From an optimization exercise on the open Yosys and OpenROAD flow, aimed at small area, a short achievable clock period and few clock cycles; shortcuts taken in it are not production practice.
In this exercise RTL edits were held to simulation tests only and were not proved equivalent to the original.
The clock port is modelled as an ideal driver; clocking choices that lean on that would not hold on a real chip.
No activity file was given, so power comes from the tool's default toggle rates.

## run 1
// mansos_demod
module mansos_demod (
    input  wire        clk,
    input  wire        rst,           
    input  wire        start,         
    output wire        raw_re,        
    output wire [6:0]  raw_addr,
    input  wire [7:0]  raw_rdata,
    output wire        busy,
    output reg         done,          
    output reg  [2:0]  result,
    output wire [1:0]  halt_state,
    output wire [3:0]  bit_len,
    output wire [6:0]  bit_count,
    output reg  [3:0]  nbytes,
    output wire [63:0] frame_out
);
For scale: roughly 1900 cells after synthesis, about 190 flip-flops, about 110 I/O pins, roughly 14000 um2 of cells after synthesis.
clock: 14.0 ns
lec_check: 0
abc_area: 1
cap_margin: 20
core_margin: 2
core_utilization: 55
slew_margin: 20
standard.sh (not shown) runs the stock make flow with config.mk's settings and CLKGATE_MAP_FILE= SYNTH_SCRIPT=/design/flow/synth_recipe.tcl, a recipe that flattens the netlist after the stock synthesis.
==> flow/flow/run.sh <==
#!/bin/bash
set -euo pipefail
export REPAIR_MARGIN="$(cat flow/margin.txt)"
bash standard.sh synth > log_1_synth.txt 2>&1
bash standard.sh place > log_2_place.txt 2>&1
STAGE=place openroad -no_init -exit flow/repair.tcl > log_3_repair_place.txt 2>&1
bash standard.sh cts > log_4_cts.txt 2>&1
STAGE=cts openroad -no_init -exit flow/repair.tcl > log_5_repair_cts.txt 2>&1
bash standard.sh > log_6_finish.txt 2>&1
==> flow/flow/margin.txt <==
10.6 10.3
==> flow/flow/repair.tcl <==
# Setup repair at a tighter slack target on the placed (or clock-tree)
# database, then legalize; written back in place for the next ORFS step.
set res [pwd]/orfs/results/sky130hd/mansos_demod/base
set stage $::env(STAGE)
if { $stage == "place" } {
  set odb 3_place.odb
  set sdc 3_place.sdc
} else {
  set odb 4_cts.odb
  set sdc 4_cts.sdc
}
read_liberty $::env(FLOW_HOME)/platforms/sky130hd/lib/sky130_fd_sc_hd__tt_025C_1v80.lib
read_db $res/$odb
read_sdc $res/$sdc
source $::env(FLOW_HOME)/platforms/sky130hd/setRC.tcl
set_dont_use [get_lib_cells {sky130_fd_sc_hd__probe* sky130_fd_sc_hd__lpflow*}]
if { $stage == "cts" } {
  set_propagated_clock [all_clocks]
}
estimate_parasitics -placement
report_design_area
report_worst_slack -max
report_worst_slack -min
if { $stage == "place" } {
  set margin [lindex $::env(REPAIR_MARGIN) 0]
} else {
  set margin [lindex $::env(REPAIR_MARGIN) 1]
}
# -repair_tns 0: work on the worst path only, which sets the period
repair_timing -setup -setup_margin $margin -repair_tns 0 -skip_gate_cloning -verbose
detailed_placement
estimate_parasitics -placement
if { $stage == "cts" } {
  repair_timing -hold -hold_margin 0.05 -verbose
  detailed_placement
  estimate_parasitics -placement
}
check_placement
report_design_area
report_worst_slack -max
report_worst_slack -min
write_db $res/$odb
Testbench counts of run 1, summed over its fixed seeds: cycles 36,561.
> inputs changed (run 1 -> run 2)
Settings: swapping 55 for 40 in CORE_UTILIZATION.
==> flow/flow/margin.txt <==
10.2 10.05
Final worst-path setup slack for run 2: 0.36 ns down relative to run 1
A worst-path cell with the longest stage delay of clkdlybuf4s50_1 is what run 2 shows, while edfxtp_1 belongs to run 1.
Higher detailed-route wire length on metal 1 among run 1 and run 2: run 2
Run 2 vs. run 1: post-placement worst setup slack fell by 0.25 ns; wire length of the first global-routing pass stayed essentially flat; simple-gate area share of the yosys netlist stayed essentially flat; global router's overall resource usage fell by 8.0 points.
The inputs of run 3 differ from those of run 2 as listed below.
Settings: a change of CORE_UTILIZATION from 40 to 55.
==> flow/flow/margin.txt <==
11 10.3
Run 3 finished all stages; the layout is clean. Relative to run 2, the non-clock buffer count of run 3 is higher by 27. The higher clock network fraction of design power of run 3 and run 2 is in run 2. Compared to run 2, run 3 has buffer share of cell area 2.5 points higher. Against run 2, run 3 comes in 2.6 points lower on share of the cycle needed by the critical path after routing. Relative to run 2, worst setup slack has increased by 0.36 ns in run 3. Worst-case clock skew deteriorates in run 3 relative to run 2.
diff inputs: run 3 => run 4
==> flow/flow/margin.txt <==
0 10.3
Findings:
Re synthesized cell count: no difference whatsoever between run 4 and run 3.
Relative to run 3, the detailed route wirelength on metal2 measured on run 4 has decreased by a few percent.
Compared run 4 vs run 3, and number of vias after detailed routing is down in run 4.
Diff run 4 and run 3: worst slack on hold paths lower in run 4
Taking run 3 as the reference, in run 4 power after layout went down, final instance area shrank by 400 um2, proportion of power drawn by combinational gates has decreased, post-route clock period utilization grew by 0.80 points.
Summary — layout overhead on the synthesized area, run 4 relative to run 3: lower, by 3.0 points.

-- afterwards: timing with drivers on the ports --
Ports are ideal in the flow. The routed layouts listed here were re-timed in OpenROAD. Step 1 (the two cells are an assumption about what drives the block):
set clk [get_ports {clk}]
set_driving_cell -lib_cell sky130_fd_sc_hd__clkbuf_16 $clk
set_driving_cell -lib_cell sky130_fd_sc_hd__buf_2 [delete_from_list [all_inputs] $clk]
Step 2 moves the port delays by t, midway between the first and last clock arrival at a register: inputs arrive t later, outputs are due t later. That takes back most of the time a late clock gives input paths. a / b / c = no drivers / after step 1 / after step 2; a / b = the first two.
| run | t, ns | slack for setup (ns) | worst hold slack (ns) | worst setup path after step 2 | pins driven straight from the clock port |
|---|---|---|---|---|---|
| run 1 | 0.480 | 10.095 / 10.067 / 10.095 | 0.398 / 0.398 / 0.398 | register to register | 1 |
| run 2 | 0.495 | 9.733 / 9.683 / 9.765 | 0.417 / 0.417 / 0.417 | register to register | 1 |
| run 3 | 0.490 | 10.091 / 10.041 / 10.329 | 0.420 / 0.420 / 0.420 | register to register | 1 |
| run 4 | 0.479 | 9.979 / 9.979 / 9.979 | 0.398 / 0.398 / 0.398 | register to register | 1 |
After both steps setup and hold are still met in every run listed.
